From an optimization exercise on the open Yosys and OpenROAD flow, aimed at small area, a short achievable clock period and few clock cycles; shortcuts taken in it are not production practice.
At most, simulation tests tie the RTL to the original design; equivalence was not proved.
The RTL of run 4 was laid out without a check of its function.
Power figures rest on the tool's default switching activity, not on a simulated workload.

==> flow/design.v <==
module lwc_spe (
    input  wire       clk,
    input  wire       rst,             
    input  wire       req_valid,
    output wire       req_ready,
    input  wire [1:0] req_op,          
    input  wire [7:0] req_in_len,
    input  wire [7:0] req_key_len,
    input  wire [7:0] req_ad_len,
    input  wire [7:0] req_nonce_len,   
    output reg  [1:0] buf_sel,         
    output reg  [7:0] buf_addr,
    input  wire [7:0] buf_data,
    output wire       res_valid,
    input  wire       res_ready,
    output wire [7:0] res_data,
    output wire       rsp_valid,
    input  wire       rsp_ready,
    output reg        rsp_ok,
    output reg  [3:0] rsp_err_class,
    output reg  [3:0] rsp_err_stage,
    output reg  [7:0] rsp_err_code,
    output wire       rsp_err_known,
    output reg        rsp_trace_valid,
    output reg        rsp_flags_valid,
    output reg        rsp_key_is_done,
    output reg        rsp_input_min_len,
    output wire       tx_valid,
    input  wire       tx_ready,
    output reg  [7:0] tx_data,
    output wire       tx_last,
    output wire       link_flush,
    input  wire       rx_valid,
    output wire       rx_ready,
    input  wire [7:0] rx_data,
    input  wire       rx_last,
    input  wire       rx_empty,        
    output wire       inst_arm,
    output wire       cap_req,
    input  wire       cap_done,
    input  wire       cap_timeout,
    output wire       inst_trace,
    output wire       ent_req,
    input  wire [7:0] ent_data
);
    localparam [7:0] MAX_INPUT_LEN  = 8'd200;
    localparam [7:0] KEY_LEN        = 8'd32;
    localparam [7:0] MAX_AD_LEN     = 8'd160;
    localparam [4:0] NONCE_LEN      = 5'd16;
    localparam [7:0] CHUNK_SIZE     = 8'd100;
    localparam [1:0] OP_ENC = 2'd0, OP_DEC = 2'd1, OP_HASH = 2'd2, OP_STATUS = 2'd3;
    localparam [7:0] T_I = 8'h69, T_K = 8'h6B, T_A = 8'h61, T_P = 8'h70, T_H = 8'h68,
                     T_S = 8'h73, T_R = 8'h72, T_E = 8'h65, T_T = 8'h74;
    localparam [3:0] C_PROTOCOL = 4'd1, C_CONFIG_LENGTH = 4'd2, C_LOCAL_TIMEOUT = 4'd3,
                     C_UNEXPECTED_TAG = 4'd4, C_RESULT_LENGTH = 4'd5,
                     C_INSTRUMENT_TIMEOUT = 4'd6, C_MALFORMED_FRAME = 4'd7,
                     C_RESULT_OVERFLOW = 4'd9, C_ERROR_FRAME_ZERO = 4'd10;
    localparam [3:0] G_SET_INPUT = 4'd1, G_SET_KEY = 4'd2, G_SET_AD = 4'd3,
                     G_FETCH_RESULT = 4'd5, G_FINAL_ACK = 4'd6,
                     G_STATUS_QUERY = 4'd7, G_STATUS_ACK = 4'd8, G_CAPTURE = 4'd9;
    localparam [3:0] ST_IDLE = 4'd0, ST_FFAIL = 4'd1, ST_IN = 4'd2, ST_KEY = 4'd3,
                     ST_AD = 4'd4, ST_PERF = 4'd5, ST_FACK = 4'd6, ST_CAP = 4'd7,
                     ST_TRACE = 4'd8, ST_RES = 4'd9, ST_RSP = 4'd10, ST_STAT = 4'd11,
                     ST_SACK = 4'd12;
    reg  [3:0] step;
    reg  [1:0] op;
    reg  [7:0] key_len, ad_len, nonce_len;
    reg  [7:0] rem;           
    reg        req_ready_r, rsp_valid_r, link_flush_r, inst_arm_r, inst_trace_r;
    reg        cap_req_r, ent_req_r, rx_ready_r, res_valid_r, tx_valid_r, tx_last_r;
    reg        rsp_err_known_r;
    reg  [7:0] res_data_r;
    reg        tx_act;        
    reg  [1:0] hdr;           
    reg        scmd1;
    reg        nopay;         
    reg        src_fifo;      
    reg        arm_done;
    reg  [4:0] draws;         
    reg  [1:0] fcnt;
    reg  [2:0] cnt;           
    reg        tag_r, tag_e, tag_t;
    reg        b3_zero, b3_eq, b3_known, b4_nz;
    reg  [7:0] d1, d2, d3;
    reg  [7:0] nchunk;
    reg  [7:0] wr_ptr;        
    reg        ovf;
    reg  [7:0] res_mem [0:127];
    reg        msh;           
    reg        fetch;         
    reg  [1:0] mph;           
    reg  [3:0] pad;           
    reg  [2:0] tap;
    reg  [7:0] sp;            
    reg  [1:0] occ;           
    assign req_ready     = req_ready_r;
    assign rsp_valid     = rsp_valid_r;
    assign link_flush    = link_flush_r;
    assign inst_arm      = inst_arm_r;
    assign inst_trace    = inst_trace_r;
    assign cap_req       = cap_req_r;
    assign ent_req       = ent_req_r;
    assign rx_ready      = rx_ready_r;
    assign res_valid     = res_valid_r;
    assign res_data      = res_data_r;
    assign tx_valid      = tx_valid_r;
    assign tx_last       = tx_last_r;
    assign rsp_err_known = rsp_err_known_r;
    wire       tx_take  = tx_valid_r & tx_ready;
    wire       tx_done  = tx_take & tx_last_r;
    wire       tx_load  = tx_act & ~tx_done & (tx_take | ~tx_valid_r);
    wire       arm_ok   = (op != OP_ENC) | arm_done | inst_arm_r;
    wire       pay_ok   = ~src_fifo | ((fcnt != 2'd0) & ((rem != 8'd1) | arm_ok));
    wire       pay_load = tx_load & hdr[1] & pay_ok;
    wire       pop      = pay_load & src_fifo;
    wire [7:0] chunk    = (rem > CHUNK_SIZE) ? CHUNK_SIZE : rem;
    wire       rx_beat  = rx_valid & rx_ready_r;
    wire       rx_byte  = rx_beat & ~rx_empty;
    wire       rx_end   = rx_beat & (rx_empty | rx_last);
    wire       filled   = ~rx_empty & (cnt >= 3'd3);
    wire       ge6      = cnt >= 3'd5;
    wire       ge7      = cnt == 3'd6;
    wire       drain    = (step == ST_PERF);
    wire       wr_now   = rx_byte & drain & tag_r & (cnt >= 3'd5);
    wire       ovf_fin  = ovf | (wr_now & wr_ptr[7]);
    wire       stored   = (drain & rx_ready_r & ~tag_r & (cnt >= 3'd2)) |
                          (step == ST_FACK) | (step == ST_CAP) | (step == ST_TRACE);
    wire [3:0] mis      = wr_ptr[3:0] + pad;
    wire [7:0] wr_m1    = wr_ptr - 8'd1;
    wire       res_take = res_valid_r & res_ready;
    wire [1:0] occ_in   = occ + {1'b0, fetch};
    wire [1:0] occ_nx   = occ_in - {1'b0, res_take};
    wire       occ_nz   = occ_in[1] | (occ_in[0] & ~res_take);
    wire       fetch_nx = (mph == 2'd2) & (wr_ptr != 8'd0) & (~occ_in[1] | res_take);
    wire       res_last = res_take & (occ_in == 2'd1) & (wr_ptr == 8'd0);
    reg  [3:0] ack_stage;
    always @(*) begin
        case (step)
            ST_IN:   ack_stage = G_SET_INPUT;
            ST_KEY:  ack_stage = G_SET_KEY;
            ST_AD:   ack_stage = G_SET_AD;
            ST_FACK: ack_stage = G_FINAL_ACK;
            default: ack_stage = G_STATUS_ACK;
        endcase
    end
    reg  [7:0] role_tag;
    always @(*) begin
        case (step)
            ST_IN:   role_tag = T_I;
            ST_KEY:  role_tag = T_K;
            default: role_tag = T_A;
        endcase
    end
    wire [1:0] fcnt_nx  = fcnt - {1'b0, pop} + {1'b0, ent_req_r};
    wire [4:0] draws_nx = draws - {4'd0, ent_req_r};
    integer k;
    always @(posedge clk) begin
        if (msh) begin
            res_mem[0] <= d3;
            for (k = 1; k < 128; k = k + 1)
                res_mem[k] <= res_mem[k - 1];
        end
    end
    wire [7:0] tap_byte = res_mem[{tap, 4'd15}];
    task fail;
        input [3:0] cls;
        input [3:0] stg;
        input       keep;       
        input       known;
        begin
            rsp_ok            <= 1'b0;
            rsp_err_class     <= cls;
            rsp_err_stage     <= stg;
            if (!keep) rsp_err_code <= 8'h00;
            rsp_err_known_r   <= known;
            rsp_trace_valid   <= 1'b0;
            rsp_flags_valid   <= 1'b0;
            rsp_key_is_done   <= 1'b0;
            rsp_input_min_len <= 1'b0;
            rsp_valid_r       <= 1'b1;
            step              <= ST_RSP;
        end
    endtask
    task frame;
        input [7:0] cmd;
        input       scmd;
        input       none;
        input       fifo;
        input [1:0] sel;
        input       clr;
        begin
            tx_act     <= 1'b1;
            tx_valid_r <= 1'b1;
            tx_data    <= cmd;
            tx_last_r  <= 1'b0;
            hdr        <= 2'd0;
            scmd1      <= scmd;
            nopay      <= none;
            src_fifo   <= fifo;
            buf_sel    <= sel;
            if (clr) buf_addr <= 8'd0;
        end
    endtask
    task results;
        begin
            rsp_err_code <= 8'h00;
            if (wr_ptr == 8'd0 && occ_in == 2'd0) begin
                rsp_valid_r <= 1'b1;
                step        <= ST_RSP;
            end else begin
                res_valid_r <= (occ_in != 2'd0);
                step        <= ST_RES;
            end
        end
    endtask
    always @(posedge clk) begin
        if (rst) begin
            step         <= ST_IDLE;
            req_ready_r  <= 1'b1;
            rsp_valid_r  <= 1'b0;
            link_flush_r <= 1'b0;
            inst_arm_r   <= 1'b0;
            inst_trace_r <= 1'b0;
            cap_req_r    <= 1'b0;
            ent_req_r    <= 1'b0;
            rx_ready_r   <= 1'b0;
            res_valid_r  <= 1'b0;
            tx_valid_r   <= 1'b0;
            tx_last_r    <= 1'b0;
            tx_act       <= 1'b0;
            draws        <= 5'd0;
            fcnt         <= 2'd0;
            cnt          <= 3'd0;
            msh          <= 1'b0;
            fetch        <= 1'b0;
            mph          <= 2'd0;
            occ          <= 2'd0;
        end else begin
            link_flush_r <= 1'b0;
            inst_arm_r   <= 1'b0;
            inst_trace_r <= 1'b0;
            if (inst_arm_r) arm_done <= 1'b1;
            if (ent_req_r) begin
                d1 <= ent_data;
                d2 <= d1;
            end
            fcnt      <= fcnt_nx;
            draws     <= draws_nx;
            ent_req_r <= (draws_nx != 5'd0) && (fcnt_nx <= 2'd1);
            if (ent_req_r && draws == 5'd1 && op == OP_ENC) inst_arm_r <= 1'b1;
            if (tx_done) begin
                tx_valid_r <= 1'b0;
                tx_act     <= 1'b0;
                rx_ready_r <= 1'b1;
                cnt        <= 3'd0;
            end else if (tx_load) begin
                if (hdr == 2'd0) begin
                    tx_data    <= {7'd0, scmd1};
                    tx_last_r  <= 1'b0;
                    hdr        <= 2'd1;
                    tx_valid_r <= 1'b1;
                end else if (hdr == 2'd1) begin
                    tx_data    <= nopay ? 8'd0 : (buf_sel != 2'd3) ? chunk : rem;
                    tx_last_r  <= nopay;
                    hdr        <= 2'd2;
                    tx_valid_r <= 1'b1;
                end else if (pay_ok) begin
                    tx_data    <= src_fifo ? ((fcnt == 2'd2) ? d2 : d1) : buf_data;
                    tx_last_r  <= (rem == 8'd1) ||
                                  (buf_sel != 2'd3 && (buf_addr == 8'd99 || buf_addr == 8'd199));
                    rem        <= rem - 8'd1;
                    buf_addr   <= buf_addr + 8'd1;
                    tx_valid_r <= 1'b1;
                end else begin
                    tx_valid_r <= 1'b0;
                end
            end
            msh   <= 1'b0;
            fetch <= fetch_nx;
            occ   <= occ_nx;
            if (mph == 2'd0) tap <= wr_m1[6:4];
            if (fetch_nx) begin
                msh    <= 1'b1;
                wr_ptr <= wr_ptr - 8'd1;
            end
            if (mph == 2'd0 && stored) mph <= (mis == 4'd0) ? 2'd2 : 2'd1;
            if (mph == 2'd1) begin
                msh <= 1'b1;
                pad <= pad + 4'd1;
                if (mis == 4'd15) mph <= 2'd2;
            end
            if (fetch) begin
                if (occ != 2'd0 && !(occ == 2'd1 && res_take)) sp <= tap_byte;
                else                                           res_data_r <= tap_byte;
            end
            if (res_take && occ == 2'd2) res_data_r <= sp;
            if (rx_byte) begin
                if (cnt != 3'd6) cnt <= cnt + 3'd1;
                if (cnt == 3'd1) begin
                    rsp_err_code <= rx_data;
                    tag_r <= (rx_data == T_R);
                    tag_e <= (rx_data == T_E);
                    tag_t <= (rx_data == T_T);
                end
                if (cnt == 3'd5 && (tag_e || (tag_t && drain)))
                    rsp_err_code <= d2;      
                if (cnt == 3'd3) begin
                    b3_zero  <= (rx_data == 8'd0);
                    b3_eq    <= (rx_data == nchunk);
                    b3_known <= (rx_data >= 8'h01) && (rx_data <= 8'h05);
                end
                if (cnt == 3'd4) b4_nz <= (rx_data != 8'd0);
                d1 <= rx_data;
                d2 <= d1;
                d3 <= d2;
                if (wr_now) begin
                    if (!wr_ptr[7]) begin
                        msh    <= 1'b1;
                        wr_ptr <= wr_ptr + 8'd1;
                    end else begin
                        ovf <= 1'b1;
                    end
                end
            end
            if (rx_end) begin
                cnt        <= 3'd0;
                rx_ready_r <= 1'b0;
                case (step)
                ST_PERF: begin
                    if (!filled)
                        fail(C_LOCAL_TIMEOUT, G_FETCH_RESULT, 1'b0, 1'b0);
                    else if (tag_r) begin
                        if (ovf_fin)
                            fail(C_RESULT_OVERFLOW, G_FETCH_RESULT, 1'b1, 1'b0);
                        else begin
                            nchunk     <= nchunk + 8'd1;
                            rx_ready_r <= 1'b1;
                        end
                    end else if (tag_t) begin
                        if (!ge6)
                            fail(C_MALFORMED_FRAME, G_FETCH_RESULT, 1'b1, 1'b0);
                        else if (!b3_eq)
                            fail(C_RESULT_LENGTH, G_FETCH_RESULT, 1'b1, 1'b0);
                        else begin
                            step       <= ST_FACK;
                            rx_ready_r <= 1'b1;
                        end
                    end else if (tag_e) begin
                        if (!ge6)
                            fail(C_MALFORMED_FRAME, G_FETCH_RESULT, 1'b1, 1'b0);
                        else if (!b3_zero)
                            fail(C_PROTOCOL, G_FETCH_RESULT, 1'b1, b3_known);
                        else
                            fail(C_ERROR_FRAME_ZERO, G_FETCH_RESULT, 1'b0, 1'b0);
                    end else
                        fail(C_UNEXPECTED_TAG, G_FETCH_RESULT, 1'b1, 1'b0);
                end
                ST_STAT: begin
                    if (!filled)
                        fail(C_LOCAL_TIMEOUT, G_STATUS_QUERY, 1'b0, 1'b0);
                    else if (tag_r) begin
                        if (!ge7)
                            fail(C_MALFORMED_FRAME, G_STATUS_QUERY, 1'b1, 1'b0);
                        else begin
                            rsp_key_is_done   <= ~b3_zero;
                            rsp_input_min_len <= b4_nz;
                            step              <= ST_SACK;
                            rx_ready_r        <= 1'b1;
                        end
                    end else if (tag_e) begin
                        if (!ge6)
                            fail(C_MALFORMED_FRAME, G_STATUS_QUERY, 1'b1, 1'b0);
                        else if (!b3_zero)
                            fail(C_PROTOCOL, G_STATUS_QUERY, 1'b1, b3_known);
                        else
                            fail(C_ERROR_FRAME_ZERO, G_STATUS_QUERY, 1'b0, 1'b0);
                    end else
                        fail(C_UNEXPECTED_TAG, G_STATUS_QUERY, 1'b1, 1'b0);
                end
                default: begin
                    if (!filled)
                        fail(C_LOCAL_TIMEOUT, ack_stage, 1'b0, 1'b0);
                    else if (!tag_e)
                        fail(C_UNEXPECTED_TAG, ack_stage, 1'b1, 1'b0);
                    else if (!ge6)
                        fail(C_MALFORMED_FRAME, ack_stage, 1'b1, 1'b0);
                    else if (!b3_zero)
                        fail(C_PROTOCOL, ack_stage, 1'b1, b3_known);
                    else if (step == ST_FACK) begin
                        if (op == OP_DEC)
                            results();
                        else begin
                            cap_req_r <= 1'b1;
                            step      <= ST_CAP;
                        end
                    end else if (step == ST_SACK) begin
                        rsp_err_code <= 8'h00;
                        rsp_valid_r  <= 1'b1;
                        step         <= ST_RSP;
                    end else if (rem != 8'd0) begin
                        frame(role_tag, 1'b0, 1'b0, 1'b0, step[1:0] - 2'd2, 1'b0);
                    end else if (step == ST_IN && op == OP_HASH) begin
                        frame(T_H, 1'b0, 1'b1, 1'b0, 2'd0, 1'b0);
                        inst_arm_r <= 1'b1;
                        arm_done   <= 1'b0;
                        step       <= ST_PERF;
                    end else if (step == ST_IN) begin
                        if (key_len > KEY_LEN)
                            fail(C_CONFIG_LENGTH, G_SET_KEY, 1'b0, 1'b0);
                        else begin
                            frame(T_K, 1'b1, 1'b1, 1'b0, 2'd1, 1'b1);
                            rem  <= key_len;
                            step <= ST_KEY;
                        end
                    end else if (step == ST_KEY) begin
                        if (ad_len > MAX_AD_LEN)
                            fail(C_CONFIG_LENGTH, G_SET_AD, 1'b0, 1'b0);
                        else begin
                            frame(T_A, 1'b1, 1'b1, 1'b0, 2'd2, 1'b1);
                            rem  <= ad_len;
                            step <= ST_AD;
                        end
                    end else begin
                        step     <= ST_PERF;
                        arm_done <= 1'b0;
                        if (nonce_len == 8'd0) begin
                            frame(T_P, op == OP_ENC, 1'b0, 1'b1, 2'd3, 1'b1);
                            rem       <= {3'd0, NONCE_LEN};
                            draws     <= NONCE_LEN;
                            ent_req_r <= 1'b1;
                        end else begin
                            frame(T_P, op == OP_ENC, 1'b0, 1'b0, 2'd3, 1'b1);
                            rem        <= nonce_len;
                            inst_arm_r <= (op == OP_ENC);
                        end
                    end
                end
                endcase
            end
            case (step)
            ST_IDLE: begin
                op              <= req_op;
                key_len         <= req_key_len;
                ad_len          <= req_ad_len;
                nonce_len       <= req_nonce_len;
                rem             <= req_in_len;
                nchunk          <= 8'd0;
                wr_ptr          <= 8'd0;
                ovf             <= 1'b0;
                mph             <= 2'd0;
                pad             <= 4'd0;
                fetch           <= 1'b0;
                occ             <= 2'd0;
                rsp_ok          <= 1'b1;
                rsp_err_class   <= 4'd0;
                rsp_err_stage   <= 4'd0;
                rsp_err_known_r <= 1'b0;
                rsp_trace_valid <= (req_op == OP_ENC) || (req_op == OP_HASH);
                rsp_flags_valid <= (req_op == OP_STATUS);
                rsp_key_is_done   <= 1'b0;
                rsp_input_min_len <= 1'b0;
                tx_data         <= (req_op == OP_STATUS) ? T_S : T_I;
                tx_last_r       <= 1'b0;
                hdr             <= 2'd0;
                scmd1           <= (req_op != OP_STATUS);
                nopay           <= 1'b1;
                src_fifo        <= 1'b0;
                buf_sel         <= 2'd0;
                buf_addr        <= 8'd0;
                if (req_valid) begin
                    req_ready_r  <= 1'b0;
                    link_flush_r <= 1'b1;
                    if (req_op == OP_STATUS) begin
                        tx_act     <= 1'b1;
                        tx_valid_r <= 1'b1;
                        step       <= ST_STAT;
                    end else if (req_in_len > MAX_INPUT_LEN) begin
                        step       <= ST_FFAIL;
                    end else begin
                        tx_act     <= 1'b1;
                        tx_valid_r <= 1'b1;
                        step       <= ST_IN;
                    end
                end
            end
            ST_FFAIL: fail(C_CONFIG_LENGTH, G_SET_INPUT, 1'b0, 1'b0);
            ST_CAP: if (cap_done) begin
                cap_req_r <= 1'b0;
                if (cap_timeout)
                    fail(C_INSTRUMENT_TIMEOUT, G_CAPTURE, 1'b0, 1'b0);
                else begin
                    inst_trace_r <= 1'b1;
                    step         <= ST_TRACE;
                end
            end
            ST_TRACE: results();
            ST_RES: begin
                res_valid_r <= occ_nz;
                if (res_last) begin
                    res_valid_r <= 1'b0;
                    rsp_valid_r <= 1'b1;
                    step        <= ST_RSP;
                end
            end
            ST_RSP: if (rsp_ready) begin
                rsp_valid_r <= 1'b0;
                req_ready_r <= 1'b1;
                step        <= ST_IDLE;
            end
            default: ;
            endcase
        end
    end
endmodule
==> flow/flow/run.sh <==
#!/bin/bash
# The standard layout, with two changes to how the ports are buffered: each port
# gets a sky130_fd_sc_hd__buf_2 instead of the smallest buffer, and timing repair
# may resize cells across footprints. Every tool's output goes to flow_make.log
# here (and ORFS's own per-step logs under orfs/logs/).
set -euo pipefail
bash standard.sh MATCH_CELL_FOOTPRINT=0 \
    "BUFFER_PORTS_ARGS=-buffer_cell sky130_fd_sc_hd__buf_2" finish > flow_make.log 2>&1
==> flow/standard.sh <==
#!/bin/bash
# synth_recipe.tcl (not shown) runs the flow's synth.tcl, then flattens the netlist and writes it again
# the make line also repeats each setting of config.mk as NAME=value (left out here)
make -C /OpenROAD-flow-scripts/flow DESIGN_CONFIG=/design/flow/config.mk WORK_HOME=/design/flow/orfs CLKGATE_MAP_FILE= SYNTH_SCRIPT=/design/flow/synth_recipe.tcl "${@:-finish}"
==> flow/config.mk <==
export PLATFORM = sky130hd
export DESIGN_NAME = lwc_spe
export DESIGN_NICKNAME = lwc_spe
export VERILOG_FILES = /design/flow/design.v
export SDC_FILE = /design/flow/constraint.sdc
export NUM_CORES = 4
export LEC_CHECK = 0
export ABC_AREA = 1
export CAP_MARGIN = 20
export CORE_MARGIN = 2
export CORE_UTILIZATION = 65
export CTS_CLUSTER_DIAMETER = 50
export CTS_CLUSTER_SIZE = 25
export SETUP_SLACK_MARGIN = 4.4
export SLEW_MARGIN = 20
==> flow/constraint.sdc <==
create_clock -name core_clock -period 7.0 [get_ports {clk}]
set_input_delay 1.4000 -clock core_clock [delete_from_list [all_inputs] [get_ports {clk}]]
set_output_delay 1.4000 -clock core_clock [all_outputs]
set_load 0.01 [all_outputs]
==> results of run 1 <==
[layout make-up]
class / count / area (sq um) / share of cell area (%)
clock buffer: 102 / 2500 / 5.15
tap: 855 / 1070 / 2.21
clock inverter: 78 / 1090 / 2.25
timing repair buffer: 220 / 1580 / 3.25
multi-input combinational: 986 / 5530 / 11.4
antenna: 1 / 2.50 / 0.00516
sequential: 1207 / 36000 / 74.2
inverter: 197 / 756 / 1.56
timing repair inverter: 1 / 7.51 / 0.0155
[registers in the layout (all words and copies together) (netlist names), 3 cells and up]
register and count:
res_mem 1024, ad_len 8, buf_addr 8, d1 8, d2 8, d3 8, key_len 8, nchunk 8
nonce_len 8, rem 8, res_data_r 8, rsp_err_code 8, sp 8, tx_data 8, wr_ptr 8, draws 5
pad 4, rsp_err_class 4, rsp_err_stage 4, step 4, cnt 3, tap 3
[worst max-delay path by stage]
stage,start,end,slack [ns]
final,res_data_r[2],res_data[2],4.21
after detailed placement,rx_valid,b3_known,3.31
after CTS,res_data_r[4],res_data[4],4.20
after floorplan,msh,res_mem[0][0],-0.74
after global routing,res_data_r[2],res_data[2],4.18
after global placement,res_ready,res_data_r[6],3.45
[stage by stage]
step / cells / worst slack (ns) / TNS [ns] / util [%]
6_report: 3647 / 4.21 / 0 / 75.6
5_1_grt: 3646 / 4.18 / 0 / 75.6
4_1_cts: 3607 / 4.20 / 0 / 74.8
3_5_place_dp: 3382 / 3.31 / 0 / 68.3
3_3_place_gp: 3382 / 3.45 / 0 / 68.3
2_1_floorplan: 2412 / -0.735 / -752.68 / -
[where the power goes]
| part | internal [W] | leakage [nW] | switching [W] |
|---|---|---|---|
| clock network | 0.00295 | 1.72 | 0.00300 |
| registers | 0.00887 | 10.9 | 0.000424 |
| logic | 0.000788 | 4.07 | 0.00174 |
| total | 0.0126 | 16.7 | 0.00516 |
[repair_timing]
action                                  4_1_cts  5_1_grt
hold endpoints to repair                      0        0
pin swaps                                     4       14
endpoints found under the setup margin      208      131
setup buffers                                43       35
gates resized for setup                      67       44
cloned                                        2        1
[cell families (layout without fill, tap and decap cells)]
family          count (synthesis)  after routing  share of synthesized area, %
buf+inv                       220            598                          1.98
other cells                     0              1                             0
compound gates                282            282                          3.97
simple gates                  640            641                          6.86
fa+ha+maj                      27             27                         0.823
mux                             7              7                         0.188
flops                        1207           1207                          85.6
xor+xnor                       29             29                         0.605
[layer usage]
layer / global-route usage [%] / vias to the layer above / share of wire, %
li1: - / 9572 / -
met1: 38.0 / 10900 / 42
met5: 0 / - / 0
met3: 3.91 / 207 / 6.4
met2: 42.4 / 1022 / 48
met4: 10.1 / 0 / 3.9
[layout by cell type (no fill, tap or decap), drive strengths merged, types with 7 or more instances in the layout]
cell / instances
nand4: 24
nor4: 12
nand3: 78
nand2: 316
a221oi: 9
mux2: 7
clkbuf: 103
nor3: 28
dfxtp: 32
nor2: 171
clkinvlp: 7
a211oi: 10
o211ai: 15
buf: 219
inv: 224
o31ai: 8
ha: 26
a31oi: 9
clkinv: 42
o21ai: 106
xnor2: 8
xor2: 21
a21oi: 92
edfxtp: 1175
a22oi: 11
==> results.txt, run 1 <==
* Outcome: finished clean
* Routability-driven placement congestion ratio at 0.915
* Synthesized instance count at 2412
* Initial core utilization at 65.5%
* GRT overflow at 0
* Synth warnings at 2
* Hold_buf cts at 0
* Max-slew headroom at 20.5%
* Die W at 258 microns
* Pwr Density at 366 nW/um^2
* CTS tree: built
* Reg2reg path depth at 7
* Via-per-instance ratio at 5.94
* Least-Margin Pin Slew at 1.19 ns
* Mapped Area at 42000 sq um
* Slowest stage cell, crit path: edfxtp_1
* First-pass GRT wire length at 131 mm
* Worst-path maximum fanout at 1
* Hold Vio Cnt, Final at 0
* H-Tree Depth at 3
* Pre-antenna DRT Iters at 7
* Core area at 64100 sq um
* Most used DFF post-synth: edfxtp_1
* Max-slew violation count at 0
* TritonCTS Buffers at 97
* Initial antenna violation count at 0
* Vert. Die Dim at 258 microns
* CTS Root Cell: clkbuf_16
* Clk sinks at 1207
* CP Capture Type: primary output
* Flop2flop setup slack at 4.41 ns
* Worst Setup Start Kind: flip-flop
* Delay-heaviest family, CP: flip-flops
* Area grow syn2layout at 15.5%
* 1st-iter DRT viols at 2622
* Placed wire-length estimate at 48.0 mm
* Max-cap violations at 0
* Post-synth EDFFs at 1175
* CP Class: flip-flop to primary output
* Vias in the first global route at 21200
* Total number of vias at 21700
* Crit path largest cell delay at 0.51 ns
* Max Clk Rate at 358 MHz
* Seq/Total Area, Yosys at 85.6%
* Pwr Total at 0.0178 W
* Buffers added on ports at 127
* Layout cells sized above 1 at 19.2%
* Netlist cell types at 56
* Hold path startpoint: res_mem[56][3]
* Die area at 66600 sq um
* Final period util at 39.9%
* Setup violations, final at 0
* CP Data Required Time at 5.60 ns
* Worst hold slack at 0.384 ns
* #FFs+latches synth at 1207
* Clk slew on worst S/H paths at 0.09 ns
* WL/cell at 24.5 microns
* Post-Syn Nets at 2508
* IO Count at 128
* Commonest cells in the netlist: edfxtp_1 (1175), nand2_1 (299), inv_1 (180)
* Synth area leader: edfxtp_1
* Worst r2r src: tap[2]
* Buf+Inv Stages, Crit Path at 1
* Synth area leaders: edfxtp_1 (84%), nand2_1 (2.7%), inv_1 (1.6%)
* CP Depth at 1
* Clock Path Buffers at 3
* Worst Hold Depth at 0
* Async SR Flop Fraction at 0%
* Fin nets at 2806
* Crit-path cells: buf_2
* Worst Hold Path EP: res_mem[57][3]
* RR Endpoint: res_data_r[5]
* Tmin final at 2.79 ns
* Pin count of the biggest net entering global routing at 228
* # rows at 93
* Antenna-violating nets left at 0
* Routed WL at 89.5 mm
* RSZ-0062 raised after global routing: true
* Area share of the largest cell type after synthesis at 84.0%
* Cell with the most instances after synthesis: edfxtp_1
* Worst Hold Class: flip-flop to flip-flop
* Worst skew pair latency at 0.68 ns
* Worst VDD drop at 275 uV
* Fill count at 3527
* Final instance area at 48500 sq um
* Crit path arrival time at 1.39 ns
* Total GRT Usage at 26.6%
* Post-DP Area at 43800 sq um
* Syn Area/Cell at 17.4 sq um
* Final setup skew at 0.0451 ns
* DRC Markers at 0
* Leak at 16.7 nW
Testbench counts, summed over its fixed seeds: cycles 73,899.
==> run 2: changes to the inputs <==
--- a/flow/config.mk
+++ b/flow/config.mk
@@ -5,7 +5,6 @@
 export SDC_FILE = /design/flow/constraint.sdc
 export NUM_CORES = 4
 export LEC_CHECK = 0
-export ABC_AREA = 1
 export CAP_MARGIN = 20
 export CORE_MARGIN = 2
 export CORE_UTILIZATION = 65
==> run 2 against run 1 <==
  * Core utilization rose by 0.26 points
  * Area after synthesis fell by 0.14%
  * Routed wire length fell by 11%
  * Final cell count fell by 7.7%
  * Clock-buffer cell count fell by 1
  * Power rose by 1.5%
  * Hold slack improved by 0.015 ns
  * Via count fell by 6.2%
  * Global-route usage fell by 2.7 points
  * Synthesized cell count fell by 11%
  * Die area fell by 0.14%
  * Setup slack improved by 0.051 ns
==> results.txt, run 2 <==
* CP Capture Type: primary output
* Leak at 16.0 nW
* Post-synth EDFFs at 1175
* Cell with the most instances after synthesis: edfxtp_1
* Routability-driven placement congestion ratio at 0.871
* Worst Hold Path EP: res_mem[11][7]
* Largest register FFs at 1024
* First-pass GRT wire length at 119 mm
* Placed wire-length estimate at 42.3 mm
* Worst Setup Start Kind: flip-flop
* Final period util at 39.2%
* 1st-iter DRT viols at 2332
* Clk slew on worst S/H paths at 0.08 ns
* Clock Path Buffers at 3
* Buf+Inv Stages, Crit Path at 1
* Buffers added on ports at 127
* Tmin final at 2.74 ns
* Clock Power Share at 33.2%
* Flop pwr share at 51.9%
* RR Endpoint: fcnt[1]
* Hold path startpoint: res_mem[10][7]
* Fin nets at 2523
* Routed WL at 79.9 mm
* Worst-path maximum fanout at 3
* Hold Vio Cnt, Final at 0
* Flop2flop setup slack at 4.37 ns
* Pwr Density at 371 nW/um^2
* Async SR Flop Fraction at 0%
* Synth area leaders: edfxtp_1 (84%), dfxtp_1 (1.5%), nor2_1 (1.1%)
* Worst skew pair latency at 0.67 ns
* Crit-path cells: buf_2
* Via-per-instance ratio at 6.04
* Vert. Die Dim at 258 microns
* Crit path largest cell delay at 0.49 ns
* Post-DP Area at 43600 sq um
* Most frequent cells in the layout: edfxtp_1 (1175), nor2_1 (109), buf_2 (109)
* Max-slew headroom at 30.7%
* Synthesized instance count at 2155
* Max-slew violation count at 0
* Layout cells sized above 1 at 22.0%
* Area share of the largest cell type after synthesis at 84.2%
* Synth area leader: edfxtp_1
* DRC Markers at 0
* Switch share at 28.5%
* WL/cell at 23.7 microns
* CP Class: flip-flop to primary output
* Final core occ at 75.9%
* Crit path arrival time at 1.34 ns
* Netlist cell types at 86
* IO Count at 128
* Commonest non-fill, non-tap cell in the layout: edfxtp_1
* Hold_buf cts at 0
* Antenna-violating nets left at 0
* CP Data Required Time at 5.60 ns
* GRT overflow at 0
* Max-cap violations at 0
* Internal Power at 0.0129 W
* Worst Hold Class: flip-flop to flip-flop
* Final setup skew at 0.0381 ns
* Mapped Area at 41900 sq um
* Total number of vias at 20300
* Most used DFF post-synth: edfxtp_1
* Initial antenna violation count at 1
* RSZ-0062 raised after global routing: true
* Die area at 66500 sq um
* Worst VDD drop at 324 uV
* H-Tree Depth at 3
* CTS Root Cell: clkbuf_16
* Core area at 64100 sq um
* Synth warnings at 2
* CTS tree: built
* Reg2reg path depth at 10
* Max Clk Rate at 365 MHz
* Worst Hold Depth at 0
* Syn Area/Cell at 19.5 sq um
* Post-Syn Nets at 2251
* Seq/Total Area, Yosys at 85.7%
* Delay-heaviest family, CP: flip-flops
* TritonCTS Buffers at 97
* Pre-antenna DRT Iters at 7
* Slowest stage cell, crit path: edfxtp_1
* Commonest cells in the netlist: edfxtp_1 (1175), nor2_1 (125), nand2_1 (100)
* Vias in the first global route at 19900
* Initial core utilization at 65.4%
* Gate power share at 14.9%
* Biggest register: res_mem
* Total GRT Usage at 23.8%
* Area grow syn2layout at 16.1%
* Diode count at 0
* Pin count of the biggest net entering global routing at 196
* # rows at 93
* Fill count at 3420
* Least-Margin Pin Slew at 1.04 ns
* Setup violations, final at 0
* Die W at 258 microns
* Clk sinks at 1207
* Sw Pwr at 0.00513 W
* Outcome: finished clean
* #FFs+latches synth at 1207
* Worst r2r src: rem[3]
* Final instance area at 48700 sq um
## run 2: logic make-up after synthesis
kind of cell	share of synthesized area, %
flops	85.7
simple gates	5.29
compound gates	4.78
buf+inv	0.958
xor+xnor	0.982
mux	1.47
fa+ha+maj	0.824
## run 2: worst max-delay path by stage
stage / startpoint / to / slack, ns / cells past startpoint
2_1_floorplan: msh / res_mem[0][0] / -0.74 / 0
3_3_place_gp: rx_empty / wr_ptr[2] / 2.96 / 7
3_5_place_dp: rx_empty / wr_ptr[2] / 2.93 / 7
4_1_cts: res_data_r[3] / res_data[3] / 4.22 / 1
5_1_grt: res_data_r[3] / res_data[3] / 4.21 / 1
6_report: rsp_err_stage[1] / rsp_err_stage[1] / 4.26 / 1
## run 2: per-stage QoR
| stage | total power (W) | TNS, ns | setup slack (ns) | hold slack, ns | cells |
|---|---|---|---|---|---|
| 2_1_floorplan | 0.0110 | -752.68 | -0.735 | 0.400 | 2155 |
| 3_3_place_gp | 0.0115 | 0 | 2.96 | 0.401 | 3096 |
| 3_5_place_dp | 0.0116 | 0 | 2.93 | 0.405 | 3097 |
| 4_1_cts | 0.0180 | 0 | 4.22 | 0.401 | 3335 |
| 5_1_grt | 0.0187 | 0 | 4.21 | 0.405 | 3365 |
| 6_report | 0.0180 | 0 | 4.26 | 0.399 | 3365 |
## run 2: metal layers
| metal | global-route usage (%) | vias up | part of all wire [%] |
|---|---|---|---|
| li1 | - | 9067 | - |
| met1 | 34.8 | 10300 | 43 |
| met2 | 37.6 | 816 | 48 |
| met3 | 4.73 | 147 | 6.6 |
| met4 | 6.45 | 2 | 2.3 |
| met5 | 0 | - | 0.016 |
## run 2: what timing repair did
| action | in CTS | in global routing |
|---|---|---|
| pin swaps | 24 | 22 |
| gates cloned | 2 | 0 |
| endpoints found under the setup margin | 407 | 422 |
| buffers inserted | 54 | 30 |
| endpoints found under the hold margin | 0 | 0 |
| gates resized for setup | 113 | 67 |
## run 2: final cells by class
cell class	instances	area, sq um	share of cell area [%]
Timing Repair Buffer	234	1720	3.53
Clock buffer	101	2480	5.11
Inverter	36	144	0.296
Tap cell	855	1070	2.20
Sequential cell	1207	36000	73.9
Clock inverter	81	1120	2.31
Multi-Input combinational cell	851	6150	12.6
## run 2: power by group through the flow
| stage | sequential (W) | combinational, W | clock, W |
|---|---|---|---|
| global route | 0.00942 | 0.00292 | 0.00637 |
| floorplan | 0.00967 | 0.00131 | 0 |
| finish | 0.00936 | 0.00270 | 0.00599 |
| detailed placement | 0.00949 | 0.00214 | 0 |
| CTS | 0.00935 | 0.00254 | 0.00612 |
| global placement | 0.00947 | 0.00207 | 0 |
==> run 3: changes to the inputs <==
--- a/flow/config.mk
+++ b/flow/config.mk
@@ -7,8 +7,9 @@
 export LEC_CHECK = 0
 export CAP_MARGIN = 20
 export CORE_MARGIN = 2
-export CORE_UTILIZATION = 65
+export CORE_UTILIZATION = 72
 export CTS_CLUSTER_DIAMETER = 50
 export CTS_CLUSTER_SIZE = 25
+export PLACE_DENSITY = 0.78
 export SETUP_SLACK_MARGIN = 4.4
 export SLEW_MARGIN = 20
==> run 3 against run 2 <==
  * Still clean
  * First-iteration DRC count rose by 60%
  * Hold slack got worse by 0.0088 ns
  * Power fell by 0.11%
  * Routed wire length is 30% higher
  * Clock skew grew 0.015 ns
  * Non-clock buffer count is 14 higher
  * Sequential power increased by 1%
  * Register-to-register slack lost 0.20 ns
  * Setup slack worse by 0.092 ns
  * Critical path type is now flip-flop to flip-flop
==> results.txt, run 3 <==
* Synth warnings at 2
* Total number of vias at 22800
* Initial core utilization at 72.8%
* Final instance area at 48200 sq um
* Worst-path maximum fanout at 4
* Cell with the most instances after synthesis: edfxtp_1
* Vert. Die Dim at 245 microns
* Area share of the largest cell type after synthesis at 84.2%
* Crit path arrival time at 3.40 ns
* RR Endpoint: step[1]
* Least-Margin Pin Slew at 1.15 ns
* WL/cell at 31.8 microns
* Buffers added on ports at 127
* Synthesized instance count at 2155
* Post-synth EDFFs at 1175
* Hold Vio Cnt, Final at 0
* Max-cap violations at 0
* Clock Path Buffers at 3
* Syn Area/Cell at 19.5 sq um
* Max Clk Rate at 353 MHz
* Synth area leader: edfxtp_1
* Clk sinks at 1207
* Initial antenna violation count at 2
* Most used DFF post-synth: edfxtp_1
* Die area at 60200 sq um
* Clk slew on worst S/H paths at 0.13 ns
* Largest register FFs at 1024
* RSZ-0062 raised after global routing: true
* DRC Markers at 0
* CP Class: flip-flop to flip-flop
* Die W at 245 microns
* Mapped Area at 41900 sq um
* Core area at 57600 sq um
* 1st-iter DRT viols at 3724
* Pre-antenna DRT Iters at 11
* Max-slew violation count at 0
* Final setup skew at 0.0529 ns
* Worst skew pair latency at 0.70 ns
* Sw Pwr at 0.00547 W
* Synth area leaders: edfxtp_1 (84%), dfxtp_1 (1.5%), nor2_1 (1.1%)
* Antenna-violating nets left at 0
* CTS tree: built
* Placed wire-length estimate at 48.3 mm
* Worst Hold Path EP: res_mem[123][4]
* Most frequent cells in the layout: edfxtp_1 (1175), buf_2 (110), nor2_1 (104)
* #FFs+latches synth at 1207
* CP Data Required Time at 7.56 ns
* TritonCTS Buffers at 85
* Vias in the first global route at 21900
* Flop pwr share at 52.5%
* Outcome: finished clean
* Routed WL at 104 mm
* Seq/Total Area, Yosys at 85.7%
* Setup tns final at 0 ns
* Worst VDD drop at 426 uV
* CTS Root Cell: clkbuf_16
* CP Capture Type: flip-flop
* Internal Power at 0.0126 W
* Biggest register: res_mem
* First-pass GRT wire length at 146 mm
* Hold path startpoint: res_mem[122][4]
* Worst Hold Class: flip-flop to flip-flop
* H-Tree Depth at 3
* Fin nets at 2524
* Routability-driven placement congestion ratio at 0.892
* Pwr Density at 374 nW/um^2
* Async SR Flop Fraction at 0%
* Switch share at 30.3%
* Worst Setup Start Kind: flip-flop
* Area grow syn2layout at 15.0%
* GRT overflow at 0
* Tmin final at 2.83 ns
* IO Count at 128
* Layout cells sized above 1 at 22.2%
* Commonest cells in the netlist: edfxtp_1 (1175), nor2_1 (125), nand2_1 (100)
* Pin count of the biggest net entering global routing at 209
* # rows at 88
* Reg2reg path depth at 8
* Fill count at 2327
* Final period util at 40.5%
* Netlist cell types at 86
* Worst r2r src: wr_ptr[1]
* Flop2flop setup slack at 4.17 ns
* Worst hold slack at 0.390 ns
* Setup violations, final at 0
* Final core occ at 83.7%
* Clock Power Share at 31.2%
* Commonest non-fill, non-tap cell in the layout: edfxtp_1
* Worst Hold Depth at 0
* Post-DP Area at 43500 sq um
* Post-Syn Nets at 2251
* Max-slew headroom at 23.1%
* Gate power share at 16.3%
* Via-per-instance ratio at 7.01
* Total GRT Usage at 34.1%
* Hold_buf cts at 0
* Leak at 15.8 nW
run 3: how the worst max path moves through the flow:
stage,cells after the start,slack [ns],end,from
after floorplan,0,-0.74,res_mem[0][0],msh
after global placement,7,2.94,wr_ptr[2],rx_empty
after detailed placement,7,2.59,wr_ptr[2],rx_empty
after CTS,1,4.26,buf_sel[0],buf_sel[0]
after global routing,8,4.20,res_valid_r,wr_ptr[1]
final,8,4.17,step[1],wr_ptr[1]
run 3: critical path, cell delays in order (launching register included):
cell and delay (ns):
edfxtp_1 0.43, inv_1 0.19, ha_1 0.31, nor3b_4 0.39, nand3_1 0.32, nor4b_1 0.58, a211o_1 0.21, nor2_1 0.06
o2bb2ai_1 0.21
run 3: what timing repair did:
action,CTS,global route
setup endpoints to repair,527,429
gates resized for setup,136,68
pin swaps,29,14
cloned,1,1
hold endpoints to repair,0,0
buffers inserted,65,31
run 3: cells by family (layout without fill, tap and decap cells):
family                   count (synthesis)  in the layout  share of synthesized area [%]
flip-flops                            1207           1207                           85.7
AND/OR/NAND/NOR                        433            433                           5.29
AO/OA/AOI/OAI                          296            296                           4.78
buffers and inverters                   98            436                          0.958
XOR/XNOR                                47             47                          0.982
multiplexers                            47             47                           1.47
adder cells (fa/ha/maj)                 27             27                          0.824
other                                    0              1                              0
run 3: stage by stage:
step                total power [W]  instances  setup slack, ns
floorplan                    0.0110       2155           -0.735
CTS                          0.0176       3226             4.26
global placement             0.0115       3007             2.94
global route                 0.0184       3258             4.20
finish                       0.0180       3259             4.17
detailed placement           0.0117       3008             2.59
run 3: area by class of cell:
cell class                      instances  area, sq um  area share, %
Sequential cell                      1207        36000           74.6
Multi-Input combinational cell        850         6210           12.9
Timing Repair Buffer                  248         1830           3.79
Inverter                               36          141          0.293
Antenna cell                            1         2.50        0.00519
Clock inverter                         62          865           1.79
Clock buffer                           90         2220           4.61
Tap cell                              765          957           1.99
run 3: power by group through the flow:
stage               sequential [W]  combinational [W]  clock (W)
floorplan                  0.00967            0.00131          0
global placement           0.00946            0.00205          0
detailed placement         0.00952            0.00218          0
CTS                        0.00941            0.00259    0.00559
global route               0.00949            0.00306    0.00587
finish                     0.00946            0.00294    0.00562
run 3: metal layers:
metal  vias up  track usage (%)  wire length, microns
met5         -                0                   203
met4         6             14.2                  5810
met3       510             8.79                 12300
met2      2119             54.4                 49400
met1     11100             45.7                 35900
li1       9056                -                     -
==> run 4: changes to the inputs <==
--- a/flow/design.v
+++ b/flow/design.v
@@ -81,18 +81,14 @@
     reg  [2:0] cnt;           
     reg        tag_r, tag_e, tag_t;
     reg        b3_zero, b3_eq, b3_known, b4_nz;
-    reg  [7:0] d1, d2, d3;
+    reg  [7:0] d1, d2;
     reg  [7:0] nchunk;
     reg  [7:0] wr_ptr;        
     reg        ovf;
     reg  [7:0] res_mem [0:127];
-    reg        msh;           
-    reg        fetch;         
     reg  [1:0] mph;           
     reg  [3:0] pad;           
     reg  [2:0] tap;
-    reg  [7:0] sp;            
-    reg  [1:0] occ;           
     assign req_ready     = req_ready_r;
     assign rsp_valid     = rsp_valid_r;
     assign link_flush    = link_flush_r;
@@ -127,12 +123,14 @@
                           (step == ST_FACK) | (step == ST_CAP) | (step == ST_TRACE);
     wire [3:0] mis      = wr_ptr[3:0] + pad;
     wire [7:0] wr_m1    = wr_ptr - 8'd1;
+    wire       ack_ok   = filled & tag_e & ge6 & b3_zero;
     wire       res_take = res_valid_r & res_ready;
-    wire [1:0] occ_in   = occ + {1'b0, fetch};
-    wire [1:0] occ_nx   = occ_in - {1'b0, res_take};
-    wire       occ_nz   = occ_in[1] | (occ_in[0] & ~res_take);
-    wire       fetch_nx = (mph == 2'd2) & (wr_ptr != 8'd0) & (~occ_in[1] | res_take);
-    wire       res_last = res_take & (occ_in == 2'd1) & (wr_ptr == 8'd0);
+    wire       res_go   = (step == ST_TRACE) |
+                          ((step == ST_FACK) & (op == OP_DEC) & rx_end & ack_ok);
+    wire       ld       = (mph == 2'd2) & (wr_ptr != 8'd0) &
+                          (res_go | ((step == ST_RES) & (~res_valid_r | res_ready)));
+    wire       wr_sh    = wr_now & ~wr_ptr[7];
+    wire       msh      = wr_sh | (mph == 2'd1) | ld;
     reg  [3:0] ack_stage;
     always @(*) begin
         case (step)
@@ -156,7 +154,7 @@
     integer k;
     always @(posedge clk) begin
         if (msh) begin
-            res_mem[0] <= d3;
+            res_mem[0] <= d2;
             for (k = 1; k < 128; k = k + 1)
                 res_mem[k] <= res_mem[k - 1];
         end
@@ -204,11 +202,10 @@
     task results;
         begin
             rsp_err_code <= 8'h00;
-            if (wr_ptr == 8'd0 && occ_in == 2'd0) begin
+            if (wr_ptr == 8'd0) begin
                 rsp_valid_r <= 1'b1;
                 step        <= ST_RSP;
             end else begin
-                res_valid_r <= (occ_in != 2'd0);
                 step        <= ST_RES;
             end
         end
@@ -231,10 +228,7 @@
             draws        <= 5'd0;
             fcnt         <= 2'd0;
             cnt          <= 3'd0;
-            msh          <= 1'b0;
-            fetch        <= 1'b0;
             mph          <= 2'd0;
-            occ          <= 2'd0;
         end else begin
             link_flush_r <= 1'b0;
             inst_arm_r   <= 1'b0;
@@ -275,25 +269,17 @@
                     tx_valid_r <= 1'b0;
                 end
             end
-            msh   <= 1'b0;
-            fetch <= fetch_nx;
-            occ   <= occ_nx;
             if (mph == 2'd0) tap <= wr_m1[6:4];
-            if (fetch_nx) begin
-                msh    <= 1'b1;
-                wr_ptr <= wr_ptr - 8'd1;
+            if (ld) begin
+                res_data_r  <= tap_byte;
+                res_valid_r <= 1'b1;
+                wr_ptr      <= wr_ptr - 8'd1;
             end
             if (mph == 2'd0 && stored) mph <= (mis == 4'd0) ? 2'd2 : 2'd1;
             if (mph == 2'd1) begin
-                msh <= 1'b1;
                 pad <= pad + 4'd1;
                 if (mis == 4'd15) mph <= 2'd2;
             end
-            if (fetch) begin
-                if (occ != 2'd0 && !(occ == 2'd1 && res_take)) sp <= tap_byte;
-                else                                           res_data_r <= tap_byte;
-            end
-            if (res_take && occ == 2'd2) res_data_r <= sp;
             if (rx_byte) begin
                 if (cnt != 3'd6) cnt <= cnt + 3'd1;
                 if (cnt == 3'd1) begin
@@ -312,10 +298,8 @@
                 if (cnt == 3'd4) b4_nz <= (rx_data != 8'd0);
                 d1 <= rx_data;
                 d2 <= d1;
-                d3 <= d2;
                 if (wr_now) begin
                     if (!wr_ptr[7]) begin
-                        msh    <= 1'b1;
                         wr_ptr <= wr_ptr + 8'd1;
                     end else begin
                         ovf <= 1'b1;
@@ -449,8 +433,6 @@
                 ovf             <= 1'b0;
                 mph             <= 2'd0;
                 pad             <= 4'd0;
-                fetch           <= 1'b0;
-                occ             <= 2'd0;
                 rsp_ok          <= 1'b1;
                 rsp_err_class   <= 4'd0;
                 rsp_err_stage   <= 4'd0;
@@ -495,8 +477,7 @@
             end
             ST_TRACE: results();
             ST_RES: begin
-                res_valid_r <= occ_nz;
-                if (res_last) begin
+                if (res_take && !ld) begin
                     res_valid_r <= 1'b0;
                     rsp_valid_r <= 1'b1;
                     step        <= ST_RSP;
--- a/flow/config.mk
+++ b/flow/config.mk
@@ -7,9 +7,8 @@
 export LEC_CHECK = 0
 export CAP_MARGIN = 20
 export CORE_MARGIN = 2
-export CORE_UTILIZATION = 72
+export CORE_UTILIZATION = 55
 export CTS_CLUSTER_DIAMETER = 50
 export CTS_CLUSTER_SIZE = 25
-export PLACE_DENSITY = 0.78
-export SETUP_SLACK_MARGIN = 4.4
+export SETUP_SLACK_MARGIN = 4.5
 export SLEW_MARGIN = 20
==> run 4 against run 3 <==
  * Die area grew 29%
  * Critical endpoint is now res_mem[40][2]
  * Highest routed layer is now met4
  * Via count decreased by 5.0%
  * First-iteration DRC count shrank 41%
  * Area after synthesis is 1.4% lower
  * Power is 0.67% higher
  * Hold slack lost 0.00079 ns
  * Setup slack better by 0.030 ns
  * Synthesized cell count down 0.74%
==> results.txt, run 4 <==
* Outcome: finished clean
* Final setup skew at 0.0428 ns
* Die area at 77400 sq um
* Worst Hold Depth at 0
* Layout cells sized above 1 at 30.4%
* Placed wire-length estimate at 45.0 mm
* Async SR Flop Fraction at 0%
* Fill count at 4406
* Commonest non-fill, non-tap cell in the layout: edfxtp_1
* Syn Area/Cell at 19.3 sq um
* Clk sinks at 1187
* Setup violations, final at 0
* Max Clk Rate at 357 MHz
* TritonCTS Buffers at 104
* Leak at 18.2 nW
* Flop2flop setup slack at 4.26 ns
* Least-Margin Pin Slew at 1.28 ns
* Buffers added on ports at 127
* Commonest cells in the netlist: edfxtp_1 (1159), nor2_1 (113), nand2_1 (102)
* Total GRT Usage at 23.2%
* RR Endpoint: res_mem[40][2]
* Worst-path maximum fanout at 12
* #FFs+latches synth at 1187
* Total number of vias at 21700
* Clk slew on worst S/H paths at 0.07 ns
* Pwr Total at 0.0181 W
* Antenna-violating nets left at 0
* Area share of the largest cell type after synthesis at 84.2%
* Worst VDD drop at 234 uV
* CTS tree: built
* Pwr Density at 338 nW/um^2
* Pin count of the biggest net entering global routing at 60
* Crit-path cells: buf_8 > o211ai_1 > buf_6 > o41ai_4 > buf_4 > a21oi_4 > nand2_8 > buf_12 > buf_16 > buf_4 > clkbuf_16
* Clock Path Buffers at 3
* Worst setup path start: rx_last
* Most frequent cells in the layout: edfxtp_1 (1159), clkbuf_16 (200), buf_4 (119)
* Vias in the first global route at 21300
* GRT overflow at 0
* Synth area leaders: edfxtp_1 (84%), dfxtp_1 (1.4%), nor2_1 (1.0%)
* CP Capture Type: flip-flop
* Cell with the most instances after synthesis: edfxtp_1
* Slowest stage cell, crit path: buf_12
* Reg2reg path depth at 12
* Buf+Inv Stages, Crit Path at 7
* Synthesized instance count at 2139
* Mux share of post-synthesis cell area at 1.13%
* Crit path largest cell delay at 0.25 ns
* Pre-antenna DRT Iters at 6
* WL/cell at 24.6 microns
* Area grow syn2layout at 29.9%
* 1st-iter DRT viols at 2198
* Core area at 74400 sq um
* Vert. Die Dim at 278 microns
* Seq/Total Area, Yosys at 85.5%
* Routability-driven placement congestion ratio at 0.914
* Max-slew violation count at 0
* Post-synth EDFFs at 1159
* Worst r2r src: cnt[0]
* Top cell by count, worst path: buf_4
* Synth Area in Adders at 0.775%
* # rows at 100
* Crit path arrival time at 3.24 ns
* Hold Vio Cnt, Final at 0
* Synth warnings at 2
* Max-slew headroom at 14.4%
* Synth area leader: edfxtp_1
* Worst Hold Path EP: res_mem[87][1]
* Largest register FFs at 1024
* Post-Syn Nets at 2233
* Routed WL at 92.0 mm
* CTS Root Cell: clkbuf_16
* CP Class: primary input to flip-flop
* RSZ-0062 raised after global routing: true
* Synth Area in XOR/XNOR at 0.975%
* Hold path startpoint: res_mem[86][1]
* Max-cap violations at 0
* Mapped Area at 41300 sq um
* Die W at 278 microns
* DRC Markers at 0
* Hold_buf cts at 0
* Largest family of logic cells by synthesized area: simple AND/OR/NAND/NOR gates
* Fin nets at 2780
* IO Count at 128
* Netlist cell types at 97
* Synth Area in Simple Gates at 5.38%
* Biggest register: res_mem
* CP Data Required Time at 7.44 ns
* Via-per-instance ratio at 5.79
* Initial core utilization at 55.5%
* Setup tns final at 0 ns
* Worst Hold Class: flip-flop to flip-flop
* Tmin final at 2.80 ns
* Delay-heaviest family, CP: buffers and inverters
* First-pass GRT wire length at 134 mm
* Worst Setup Start Kind: primary input
* Synth Area in Compound Gates at 5.22%
* Most used DFF post-synth: edfxtp_1
* Worst skew pair latency at 0.69 ns
* Initial antenna violation count at 0
* Final period util at 40.0%
* Diode count at 0
* H-Tree Depth at 3
* CP Depth at 11
-- run 4: worst max-delay path by stage --
| stage | to |
|---|---|
| after floorplan | res_mem[0][0] |
| after global placement | res_mem[5][7] |
| after detailed placement | res_mem[66][5] |
| after CTS | res_data[4] |
| after global routing | res_mem[49][3] |
| final | res_mem[40][2] |
-- run 4: layout make-up --
cell class / count / area (sq um) / share of cell area [%]
sequential: 1187 / 35400 / 65.9
clock buffer: 108 / 2660 / 4.95
tap: 969 / 1210 / 2.26
clock inverter: 90 / 1200 / 2.24
multi-input combinational: 859 / 6350 / 11.8
inverter: 39 / 153 / 0.284
timing repair buffer: 495 / 6730 / 12.5
-- run 4: where the power goes --
part           leakage, nW  internal [W]  switching, W  total (W)
logic                 5.54       0.00136       0.00164    0.00300
clock network         1.86       0.00328       0.00295    0.00623
registers             10.8       0.00853      0.000378    0.00891
total                 18.2        0.0132       0.00497     0.0181
-- run 4: metrics by stage --
| step | hold WS [ns] | area [sq um] | util [%] | worst slack, ns | std cells |
|---|---|---|---|---|---|
| 2_1_floorplan | 0.400 | 41500 | - | 0.350 | 2139 |
| 3_3_place_gp | 0.400 | 43400 | 58.3 | 2.52 | 3207 |
| 3_5_place_dp | 0.405 | 43400 | 58.3 | 2.43 | 3207 |
| 4_1_cts | 0.400 | 52300 | 70.2 | 4.25 | 3663 |
| 5_1_grt | 0.385 | 53700 | 72.1 | 4.18 | 3747 |
| 6_report | 0.390 | 53700 | 72.1 | 4.20 | 3747 |
-- run 4: kinds of logic (layout without fill, tap and decap cells) --
group,count (synthesis),after routing
buffers and inverters,99,732
xor gates and xnor gates,46,46
and+or+nand+nor,434,440
muxes,38,38
AOI/OAI and AO/OA,310,310
adders and majority gates,25,25
DFF,1187,1187
-- run 4: repair_timing --
action                     4_1_cts  5_1_grt
cloned                         151       24
setup endpoints to repair     1263     1146
resized for setup              267      119
pin swaps                       24       35
buffers inserted               107       60
-- run 4: layer usage --
metal | global-route usage, % | routed length [microns] | vias up
met4 | 6.78 | 2330 | 0
met2 | 36.7 | 43700 | 753
met3 | 3.65 | 5230 | 180
met1 | 33.9 | 40800 | 11100
met5 | 0 | 0 | -
li1 | - | - | 9662

-- re-timing with driven ports --
How much do the figures lean on ideal ports? The routed layouts below were timed once more, with nothing changed but the port constraints.
Step 1: set_driving_cell puts a clkbuf_16 on clk and a buf_2 on each other input, an assumption about the parent block.
Step 2 adds t to the input delays and takes it off the output delays; t is the mean of the earliest and latest rising clock arrival at the registers after step 1. Input paths then give back, and output paths get back, about the clock's delay inside the block.
Three values: ideal, step 1, step 2; two values: the first two.
run | t (ns) | setup WS [ns] | worst register clock-pin slew, ns | worst slew at a driven data input, ns
run 1 | 0.727 | 4.207 / 4.142 / 3.704 | 0.10 / 0.10 | 0.04
run 2 | 0.711 | 4.258 / 4.195 / 3.608 | 0.09 / 0.09 | 0.06
run 3 | 0.730 | 4.167 / 4.167 / 3.593 | 0.14 / 0.14 | 0.06
run 4 | 0.735 | 4.197 / 4.210 / 3.475 | 0.09 / 0.09 | 0.06
After both steps setup and hold are still met in every run listed. The setup slack of run 4, which loses most, moves by +0.013 ns with the drivers and by -0.722 ns with both steps.
